This design comes from an exercise in tuning for small area on the open sky130 flow, not from production work. At most, simulation tests tie the RTL to the original design; equivalence was not proved.

==> inputs of trial 17 <==
## rseq
module rseq (
    input  wire         clk,
    input  wire         rst,
    input  wire         cmd_valid,
    output wire         cmd_ready,
    input  wire [71:0]  cmd_word,
    output wire         rsp_valid,
    input  wire         rsp_ready,
    output wire [7:0]   rsp_status,
    output wire [31:0]  rsp_result,
    output wire [127:0] rsp_text,
    output wire [4:0]   rsp_text_len,
    output wire [7:0]   rsp_err_step,
    output wire [7:0]   rsp_err_addr,
    output wire [7:0]   rsp_err_kind,
    output wire [15:0]  o_frequency,
    output wire [3:0]   o_volume,
    output wire         o_bass,
    output wire         o_mute,
    output wire         o_softmute,
    output wire         o_mono,
    output wire         o_rds,
    output wire         o_tuned,
    output wire         o_band,
    output wire [5:0]   o_rssi,
    output wire [1:0]   o_life,
    output wire         o_busy,
    output wire         tx_valid,
    output reg  [1:0]   tx_kind,
    output wire [7:0]   tx_addr,
    output reg  [15:0]  tx_wdata,
    input  wire         tx_done,
    input  wire         tx_ok,
    input  wire [1:0]   tx_err,
    input  wire [31:0]  tx_rdata,
    input  wire         tick_ms
);
    localparam [3:0] C_INIT = 4'd0, C_TERM = 4'd1, C_SETFREQ = 4'd2, C_GETFREQ = 4'd3,
                     C_FMT = 4'd4, C_BASS = 4'd5, C_MONO = 4'd6, C_MUTE = 4'd7,
                     C_SMUTE = 4'd8, C_VOL = 4'd9, C_BAND = 4'd10, C_SEEKUP = 4'd11,
                     C_SEEKDN = 4'd12, C_SRESET = 4'd13, C_RSSI = 4'd14, C_INFO = 4'd15;
    localparam [2:0] S_IDLE = 3'b000, S_RESP = 3'b001, S_STEP = 3'b100, S_TX = 3'b110,
                     S_CNT = 3'b101, S_FMT = 3'b111;
    localparam [13:0] CNT_END = 14'd4355;
    reg [2:0]  st;
    reg [3:0]  cmd;
    reg [3:0]  pc;           
    reg [3:0]  sts;          
    reg [13:0] cnt;          
    reg        c_on, c_new, c_unmute, c_mono, c_bass, c_seekup, c_seek, c_reset;
    reg        chan_tuned;   
    reg [7:0]  chan_ch;      
    reg [10:0] m;            
    reg [3:0]  d_volume;
  ...
export LEC_CHECK = 0
export CAP_MARGIN = 20
export CORE_MARGIN = 2
export CORE_UTILIZATION = 40
export PLACE_DENSITY = 0.6
export SLEW_MARGIN = 20
create_clock -name core_clock -period 12.0 [get_ports {clk}]
standard.sh (not shown) runs the stock make flow with config.mk's settings and CLKGATE_MAP_FILE= SYNTH_SCRIPT=/design/flow/synth_recipe.tcl, a recipe that flattens the netlist after the stock synthesis.
==> flow/flow/run.sh <==
#!/bin/bash
# The standard layout (standard.sh: ORFS synthesis through finish, unchanged
# scripts), with two settings changed:
#  - every input and output port still gets its own buffer, but a buf_1
#    instead of the buffer that buffer_ports picks by default;
#  - constant outputs share tie cells instead of one tie cell per load.
# The make output goes to run.log in this folder; ORFS keeps each step's
# full tool log under orfs/logs/.
set -euo pipefail
export BUFFER_PORTS_ARGS="-buffer_cell sky130_fd_sc_hd__buf_1"
export SKIP_REPAIR_TIE_FANOUT=1
bash standard.sh finish > run.log 2>&1
==> inputs of build 27, as changes to trial 17 <==
--- a/flow/design.v
+++ b/flow/design.v
@@ -8,11 +8,12 @@
     output wire [4:0]   len
 );
     wire [79:0] full = {8'h7A, 8'h68, 8'h4D, 8'h20, 8'h30, 4'h3, u, 8'h2E, 4'h3, d, 4'h3, h, 8'h31};
     wire l10 = t;
     wire l9  = !t && h[3];
-    wire [79:0] sel = l10 ? full : l9 ? {8'h00, full[79:8]} : {16'h0000, full[79:16]};
+    wire [79:0] sel = l10 ? full : l9 ? {8'h00, full[79:16], 8'h38 | {7'd0, h[0]}} :
+                      {16'h0000, full[79:16]};
     assign text = en ? {48'd0, sel} : 128'd0;
     assign len  = en ? (l10 ? 5'd10 : l9 ? 5'd9 : 5'd8) : 5'd0;
 endmodule
 module rseq (
     input  wire         clk,
@@ -87,13 +88,17 @@
     assign o_rssi      = d_rssi;
     assign o_life      = life;
     wire [7:0]  op = cmd_word[71:64];
     wire [31:0] A  = cmd_word[63:32];
     wire [31:0] B  = cmd_word[31:0];
-    wire a_hi_zero = (A[31:1] == 31'd0);
+    wire a_top = (A[30:14] != 17'd0);
+    wire a_mid = (A[13:4] != 10'd0);
+    wire a_big4 = a_top || a_mid;                        
+    wire a_hi_zero = !A[31] && !a_big4 && (A[3:1] == 3'd0);
     wire a_zero    = a_hi_zero && !A[0];
-    wire b_zero    = (B == 32'd0);
+    wire b_big4 = (B[30:4] != 27'd0);
+    wire b_zero = !B[31] && !b_big4 && (B[3:0] == 4'd0);
     reg [3:0] ncmd;
     reg       op_ok, arg_ok;
     always @(*) begin
         op_ok  = 1'b1;
         arg_ok = a_zero && b_zero;
@@ -122,15 +127,14 @@
     wire [3:0] pre = !op_ok                     ? 4'b0100 :
                      !arg_ok                    ? 4'b0101 :
                      (!is_init && life == 2'd0) ? 4'b1000 :
                      (!is_init && life[1])      ? 4'b1001 : 4'b0000;
     wire go = (pre == 4'b0000);
-    wire [3:0] vol_a = A[31] ? 4'd0 : (A[30:4] != 27'd0) ? 4'd15 : A[3:0];
-    wire [3:0] vol_b = B[31] ? 4'd0 : (B[30:4] != 27'd0) ? 4'd15 : B[3:0];
-    wire f_small = A[31] || ((A[30:14] == 17'd0) && (A[13:1] < 13'd4350));
-    wire f_big   = !A[31] && ((A[30:14] != 17'd0) || (A[13:1] > 13'd5400));
-    wire [13:0] f_half = f_small ? 14'd4350 : f_big ? 14'd5400 : {1'b0, A[13:1]};
+    wire [3:0] vol_a = A[31] ? 4'd0 : a_big4 ? 4'd15 : A[3:0];
+    wire [3:0] vol_b = B[31] ? 4'd0 : b_big4 ? 4'd15 : B[3:0];
+    wire f_big = a_top || (A[13:1] > 13'd5400);
+    wire [13:0] f_half = A[31] ? 14'd0 : f_big ? 14'd5400 : {1'b0, A[13:1]};
     wire k_init = (cmd == C_INIT), k_term = (cmd == C_TERM), k_freq = (cmd == C_SETFREQ);
     wire k_seek = (cmd == C_SEEKUP) || (cmd == C_SEEKDN), k_srst = (cmd == C_SRESET);
     wire k_rseq1 = (cmd == C_GETFREQ) || (cmd == C_INFO);
     wire k_w2 = (cmd == C_BASS) || (cmd == C_MONO) || (cmd == C_MUTE);
     wire p1 = (pc == 4'd1), p2 = (pc == 4'd2), p3 = (pc == 4'd3), p4 = (pc == 4'd4),
@@ -203,11 +207,11 @@
             case (st)
                 S_IDLE: if (cmd_valid) begin
                     cmd <= ncmd;
                     pc  <= 4'd1;
                     sts <= pre;
-                    cnt <= (ncmd == C_FMT) ? 14'd0 : f_half;
+                    cnt <= f_half;
                     if (!go)
                         st <= S_RESP;
                     else begin
                         st <= (ncmd == C_FMT) ? S_FMT : S_STEP;
                         case (ncmd)
==> flow/flow/run.sh (replaced) <==
#!/bin/bash
# The standard layout (standard.sh: ORFS from synthesis through finish), with
# these changes:
#  - synthesis is synth_recipe.tcl with an area-oriented ABC script
#    (flow/synth_area.tcl, flow/area.abc), and adders left to ABC instead of
#    being mapped to full and half adder cells first. Registers are mapped
#    before either step, exactly as in the standard synthesis;
#  - every input and output port still gets its own buffer, but a buf_1
#    instead of the buffer that buffer_ports picks by default;
#  - constant outputs share tie cells instead of one tie cell per load.
# The make output goes to run.log in this folder; ORFS keeps each step's
# full tool log under orfs/logs/.
set -euo pipefail
here=$(pwd)
export FLOW_SYNTH_TCL=$here/synth_recipe.tcl
export BUFFER_PORTS_ARGS="-buffer_cell sky130_fd_sc_hd__buf_1"
export SKIP_REPAIR_TIE_FANOUT=1
export ADDER_MAP_FILE=
sed "s#SYNTH_SCRIPT=[^ ]*#SYNTH_SCRIPT=$here/flow/synth_area.tcl#" standard.sh > standard_area.sh
grep -q "SYNTH_SCRIPT=$here/flow/synth_area.tcl" standard_area.sh
bash standard_area.sh finish > run.log 2>&1
==> flow/flow/area.abc (new file) <==
strash
&get -n
&fraig -x
&put
scorr
dc2
dretime
strash
balance -l; resub -K 6 -l; rewrite -l; resub -K 6 -N 2 -l; refactor -l; resub -K 8 -l; balance -l; resub -K 8 -N 2 -l; rewrite -l; resub -K 10 -l; rewrite -z -l; resub -K 10 -N 2 -l; balance -l; resub -K 12 -l; refactor -z -l; resub -K 12 -N 2 -l; rewrite -z -l; balance -l
balance -l; resub -K 6 -l; rewrite -l; resub -K 6 -N 2 -l; refactor -l; resub -K 8 -l; balance -l; resub -K 8 -N 2 -l; rewrite -l; resub -K 10 -l; rewrite -z -l; resub -K 10 -N 2 -l; balance -l; resub -K 12 -l; refactor -z -l; resub -K 12 -N 2 -l; rewrite -z -l; balance -l
dch -f
amap -F 10 -A 10 -C 5000
topo
==> flow/flow/synth_area.tcl (new file) <==
# The standard flow's synthesis script (synth_recipe.tcl: ORFS synthesis without the fsm and
# share passes, flattened, function nets renamed), with one change: ABC maps the
# logic with an area-oriented script (area.abc beside this file) instead of
# ORFS's speed script. Registers are mapped before ABC runs, so they come out
# as in the standard synthesis.
set area_abc_script [file join [file dirname [info script]] area.abc]
proc abc {args} {
  set i [lsearch -exact $args -script]
  if {$i >= 0} {
    set args [lreplace $args $i [expr {$i + 1}]]
  }
  set i [lsearch -exact $args -D]
  if {$i >= 0} {
    set args [lreplace $args $i [expr {$i + 1}]]
  }
  yosys abc -script $::area_abc_script {*}$args
}
source $::env(FLOW_SYNTH_TCL)
- CTS_BUF_LIST: default -> sky130_fd_sc_hd__clkbuf_8
==> inputs of build 69, as changes to trial 17 <==
--- a/flow/design.v
+++ b/flow/design.v
@@ -8,11 +8,12 @@
     output wire [4:0]   len
 );
     wire [79:0] full = {8'h7A, 8'h68, 8'h4D, 8'h20, 8'h30, 4'h3, u, 8'h2E, 4'h3, d, 4'h3, h, 8'h31};
     wire l10 = t;
     wire l9  = !t && h[3];
-    wire [79:0] sel = l10 ? full : l9 ? {8'h00, full[79:8]} : {16'h0000, full[79:16]};
+    wire [79:0] sel = l10 ? full : l9 ? {8'h00, full[79:16], 8'h38 | {7'd0, h[0]}} :
+                      {16'h0000, full[79:16]};
     assign text = en ? {48'd0, sel} : 128'd0;
     assign len  = en ? (l10 ? 5'd10 : l9 ? 5'd9 : 5'd8) : 5'd0;
 endmodule
 module rseq (
     input  wire         clk,
@@ -59,11 +60,11 @@
                      S_CNT = 3'b101, S_FMT = 3'b111;
     localparam [13:0] CNT_END = 14'd4355;
     reg [2:0]  st;
     reg [3:0]  cmd;
     reg [3:0]  pc;           
-    reg [3:0]  sts;          
+    reg [2:0]  sts;          
     reg [13:0] cnt;          
     reg        c_on, c_new, c_unmute, c_mono, c_bass, c_seekup, c_seek, c_reset;
     reg        chan_tuned;   
     reg [7:0]  chan_ch;      
     reg [10:0] m;            
@@ -87,13 +88,17 @@
     assign o_rssi      = d_rssi;
     assign o_life      = life;
     wire [7:0]  op = cmd_word[71:64];
     wire [31:0] A  = cmd_word[63:32];
     wire [31:0] B  = cmd_word[31:0];
-    wire a_hi_zero = (A[31:1] == 31'd0);
+    wire a_top = (A[30:14] != 17'd0);
+    wire a_mid = (A[13:4] != 10'd0);
+    wire a_big4 = a_top || a_mid;                        
+    wire a_hi_zero = !A[31] && !a_big4 && (A[3:1] == 3'd0);
     wire a_zero    = a_hi_zero && !A[0];
-    wire b_zero    = (B == 32'd0);
+    wire b_big4 = (B[30:4] != 27'd0);
+    wire b_zero = !B[31] && !b_big4 && (B[3:0] == 4'd0);
     reg [3:0] ncmd;
     reg       op_ok, arg_ok;
     always @(*) begin
         op_ok  = 1'b1;
         arg_ok = a_zero && b_zero;
@@ -117,20 +122,18 @@
             8'h42:       ncmd = C_INFO;
             default:     op_ok = 1'b0;
         endcase
     end
     wire is_init = (op == 8'h01);
-    wire [3:0] pre = !op_ok                     ? 4'b0100 :
-                     !arg_ok                    ? 4'b0101 :
-                     (!is_init && life == 2'd0) ? 4'b1000 :
-                     (!is_init && life[1])      ? 4'b1001 : 4'b0000;
-    wire go = (pre == 4'b0000);
-    wire [3:0] vol_a = A[31] ? 4'd0 : (A[30:4] != 27'd0) ? 4'd15 : A[3:0];
-    wire [3:0] vol_b = B[31] ? 4'd0 : (B[30:4] != 27'd0) ? 4'd15 : B[3:0];
-    wire f_small = A[31] || ((A[30:14] == 17'd0) && (A[13:1] < 13'd4350));
-    wire f_big   = !A[31] && ((A[30:14] != 17'd0) || (A[13:1] > 13'd5400));
-    wire [13:0] f_half = f_small ? 14'd4350 : f_big ? 14'd5400 : {1'b0, A[13:1]};
+    wire [2:0] pre = !op_ok                     ? 3'b100 :
+                     !arg_ok                    ? 3'b101 :
+                     (!is_init && life == 2'd0) ? 3'b110 :
+                     (!is_init && life[1])      ? 3'b111 : 3'b000;
+    wire go = !pre[2];
+    wire [3:0] vol_a = A[31] ? 4'd0 : a_big4 ? 4'd15 : A[3:0];
+    wire [3:0] vol_b = B[31] ? 4'd0 : b_big4 ? 4'd15 : B[3:0];
+    wire [13:0] f_half = A[31] ? 14'd0 : a_top ? 14'h3FFF : {1'b0, A[13:1]};
     wire k_init = (cmd == C_INIT), k_term = (cmd == C_TERM), k_freq = (cmd == C_SETFREQ);
     wire k_seek = (cmd == C_SEEKUP) || (cmd == C_SEEKDN), k_srst = (cmd == C_SRESET);
     wire k_rseq1 = (cmd == C_GETFREQ) || (cmd == C_INFO);
     wire k_w2 = (cmd == C_BASS) || (cmd == C_MONO) || (cmd == C_MUTE);
     wire p1 = (pc == 4'd1), p2 = (pc == 4'd2), p3 = (pc == 4'd3), p4 = (pc == 4'd4),
@@ -203,11 +206,11 @@
             case (st)
                 S_IDLE: if (cmd_valid) begin
                     cmd <= ncmd;
                     pc  <= 4'd1;
                     sts <= pre;
-                    cnt <= (ncmd == C_FMT) ? 14'd0 : f_half;
+                    cnt <= f_half;
                     if (!go)
                         st <= S_RESP;
                     else begin
                         st <= (ncmd == C_FMT) ? S_FMT : S_STEP;
                         case (ncmd)
@@ -269,11 +272,11 @@
                         st  <= S_CNT;
                     end else
                         st <= S_TX;
                 end
                 S_CNT: begin
-                    if (cnt < CNT_END)
+                    if (cnt < CNT_END || (div && chan_ch == 8'd210))
                         st <= S_TX;
                     else if (div || tick_ms) begin
                         cnt <= cnt - 14'd5;
                         if (div) chan_ch <= chan_ch + 8'd1;
                     end
@@ -291,11 +294,11 @@
                         end
                         if (tk == 2'd1) d_rssi <= tx_rdata[15:10];
                         pc <= pc + 4'd1;
                         st <= S_STEP;
                     end else begin
-                        sts <= {2'b00, tx_err};
+                        sts <= {1'b0, tx_err};
                         if (cmd == C_INIT && pc != 4'd9) d_volume <= 4'd0;
                         st <= S_RESP;
                     end
                 end
                 S_FMT: begin
@@ -306,13 +309,13 @@
                 S_RESP: if (rsp_ready) st <= S_IDLE;
                 default: st <= S_IDLE;
             endcase
         end
     end
-    wire ok    = (sts == 4'b0000);
-    wire txerr = !sts[3] && !sts[2] && (sts[1] || sts[0]);
-    assign rsp_status   = {2'b00, sts[3:2], 2'b00, sts[1:0]};
+    wire ok    = (sts == 3'b000);
+    wire txerr = !sts[2] && (sts[1] || sts[0]);
+    assign rsp_status   = sts[2] ? {2'b00, sts[1], !sts[1], 3'b000, sts[0]} : {6'd0, sts[1:0]};
     assign rsp_err_kind = txerr ? {6'd0, sts[1:0]} : 8'd0;
     assign rsp_err_step = txerr ? {4'd0, pc} : 8'd0;
     assign rsp_err_addr = !txerr ? 8'd0 : (tk == 2'd2) ? 8'h0A : {4'h0, ta};
     assign rsp_result = !ok                ? 32'd0 :
                         (cmd == C_GETFREQ) ? {16'd0, o_frequency} :
==> flow/flow/run.sh (replaced) <==
#!/bin/bash
# The standard layout (standard.sh: ORFS from synthesis through finish), with
# these changes:
#  - synthesis is synth_recipe.tcl with an area-oriented ABC script
#    (flow/synth_area.tcl, flow/area.abc: resynthesis, then
#    &deepsyn for 20 s, then amap), and adders left to ABC instead of
#    being mapped to full and half adder cells first. Registers are mapped
#    before either step, exactly as in the standard synthesis;
#  - every input and output port still gets its own buffer, but a buf_1
#    instead of the buffer that buffer_ports picks by default;
#  - constant outputs share tie cells instead of one tie cell per load;
#  - clock tree synthesis uses clkbuf_8 buffers and adds no dummy loads.
# The make output goes to run.log in this folder; ORFS keeps each step's
# full tool log under orfs/logs/.
set -euo pipefail
here=$(pwd)
export FLOW_SYNTH_TCL=$here/synth_recipe.tcl
export BUFFER_PORTS_ARGS="-buffer_cell sky130_fd_sc_hd__buf_1"
export SKIP_REPAIR_TIE_FANOUT=1
export ADDER_MAP_FILE=
export CTS_ARGS="-sink_clustering_enable -repair_clock_nets -dont_use_dummy_load -buf_list sky130_fd_sc_hd__clkbuf_8"
sed "s#SYNTH_SCRIPT=[^ ]*#SYNTH_SCRIPT=$here/flow/synth_area.tcl#" standard.sh > standard_area.sh
grep -q "SYNTH_SCRIPT=$here/flow/synth_area.tcl" standard_area.sh
bash standard_area.sh finish > run.log 2>&1
==> flow/flow/area.abc (new file) <==
strash
&get -n
&fraig -x
&put
scorr
dc2
dretime
strash
balance -l; resub -K 6 -l; rewrite -l; resub -K 6 -N 2 -l; refactor -l; resub -K 8 -l; balance -l; resub -K 8 -N 2 -l; rewrite -l; resub -K 10 -l; rewrite -z -l; resub -K 10 -N 2 -l; balance -l; resub -K 12 -l; refactor -z -l; resub -K 12 -N 2 -l; rewrite -z -l; balance -l
balance -l; resub -K 6 -l; rewrite -l; resub -K 6 -N 2 -l; refactor -l; resub -K 8 -l; balance -l; resub -K 8 -N 2 -l; rewrite -l; resub -K 10 -l; rewrite -z -l; resub -K 10 -N 2 -l; balance -l; resub -K 12 -l; refactor -z -l; resub -K 12 -N 2 -l; rewrite -z -l; balance -l
&get -n
&deepsyn -T 60
&put
dch -f
amap -F 10 -A 10 -C 5000
topo
==> flow/flow/synth_area.tcl (new file) <==
# The standard flow's synthesis script (synth_recipe.tcl: ORFS synthesis without the fsm and
# share passes, flattened, function nets renamed), with one change: ABC maps the
# logic with an area-oriented script (area.abc beside this file) instead of
# ORFS's speed script. Registers are mapped before ABC runs, so they come out
# as in the standard synthesis.
set area_abc_script [file join [file dirname [info script]] area.abc]
proc abc {args} {
  set i [lsearch -exact $args -script]
  if {$i >= 0} {
    set args [lreplace $args $i [expr {$i + 1}]]
  }
  set i [lsearch -exact $args -D]
  if {$i >= 0} {
    set args [lreplace $args $i [expr {$i + 1}]]
  }
  yosys abc -script $::area_abc_script {*}$args
}
source $::env(FLOW_SYNTH_TCL)
- CAP_MARGIN: 20 -> 0
- SLEW_MARGIN: 20 -> 0
==> out/metrics.cfg <==
[yosys]
netlist.area_leader.share_pct=15.40
syn_nets=1247
netlist_top_cells_count=buf_4, nand2_1, nor2_1, a21oi_1, o21ai_0
synth_top_family_by_area=simple AND/OR/NAND/NOR gates
synth_top_cells_by_area=edfxtp_1, buf_4, dfxtp_1, a21oi_1, nand2_1

[status]
outcome=no timing/DRC/antenna violations

[placed_design]
dpl.hpwl_um=21420

[final_layout]
syn_to_final_growth_pct=2.851
drive_gt1_share_pct=4.460

[die]
die_area_mm2=0.02213

[critical_path]
worst-path-max-fanout=18

[drt]
drt_iter0_drc=755

[timing]
holdWs_ns=0.4843

the above is filed under trial 17

==> out/metrics.cfg <==
[status]
outcome=no timing/DRC/antenna violations

[timing]
holdWs_ns=0.5324

[die]
die_area_mm2=0.01795

[yosys]
netlist_top_cells_count=nor2_1, buf_4, clkinv_1, o21ai_0, a21oi_1
netlist.area_leader.share_pct=19.11
synth_top_cells_by_area=edfxtp_1, buf_4, nor2_1, dfxtp_1, clkinv_1
synth_top_family_by_area=simple AND/OR/NAND/NOR gates

[critical_path]
cp-end-kind=output port
path_delay_family=simple AND/OR/NAND/NOR gates

[final_layout]
syn_to_final_growth_pct=5.777

[placed_design]
dpl.hpwl_um=18060

the above is filed under build 27

==> out/metrics.cfg <==
[die]
die_area_mm2=0.01718

[final_layout]
syn_to_final_growth_pct=3.351
drive_gt1_share_pct=1.472

[timing]
holdWs_ns=0.4852

[yosys]
synth_top_cells_by_area=edfxtp_1, buf_4, dfxtp_1, nor2_1, clkinv_1
synth_top_family_by_area=buffers and inverters
netlist_top_cells_count=nor2_1, buf_4, clkinv_1, o21ai_0, a21oi_1
netlist.area_leader.share_pct=19.52

[critical_path]
worst-path-max-fanout=7

[drt]
drt_iter0_drc=590

[placed_design]
dpl.hpwl_um=17190

[status]
outcome=no timing/DRC/antenna violations

the above is filed under build 69

For trial 17, only the layout was checked, not whether the RTL still works.

[static timing again, ports no longer ideal]
In the flow no input, the clock included, has a driving cell. The finished layouts below were timed again as built, in two steps.
Step 1 sets driving cells, clkbuf_16 on the clock port and buf_2 on the other inputs (assumed; they add their load-dependent delay and slew).
Step 2 times the ports against the registers' clock, not the clock port: input delays grow and output delays shrink by t, the midpoint of the rising clock arrivals with the driver on.
a / b / c = ideal ports / drivers / drivers and shift; a / b = the first two.
run | t (ns) | setup WS [ns] | slew at the worst register clock pin (ns) | worst slew at a driven data input, ns | pins driven straight from the clock port
trial 17 | 0.384 | 5.782 / 5.740 / 6.123 | 0.07 / 0.07 | 0.06 | 1
build 27 | 0.410 | 5.286 / 5.249 / 5.127 | 0.09 / 0.09 | 0.08 | 1
build 69 | 0.379 | 4.946 / 4.914 / 5.174 | 0.08 / 0.08 | 0.05 | 1
After both steps setup and hold are still met in every run listed. For build 27, which loses most, drivers alone change the setup slack by -0.037 ns; drivers and shift together by -0.159 ns.
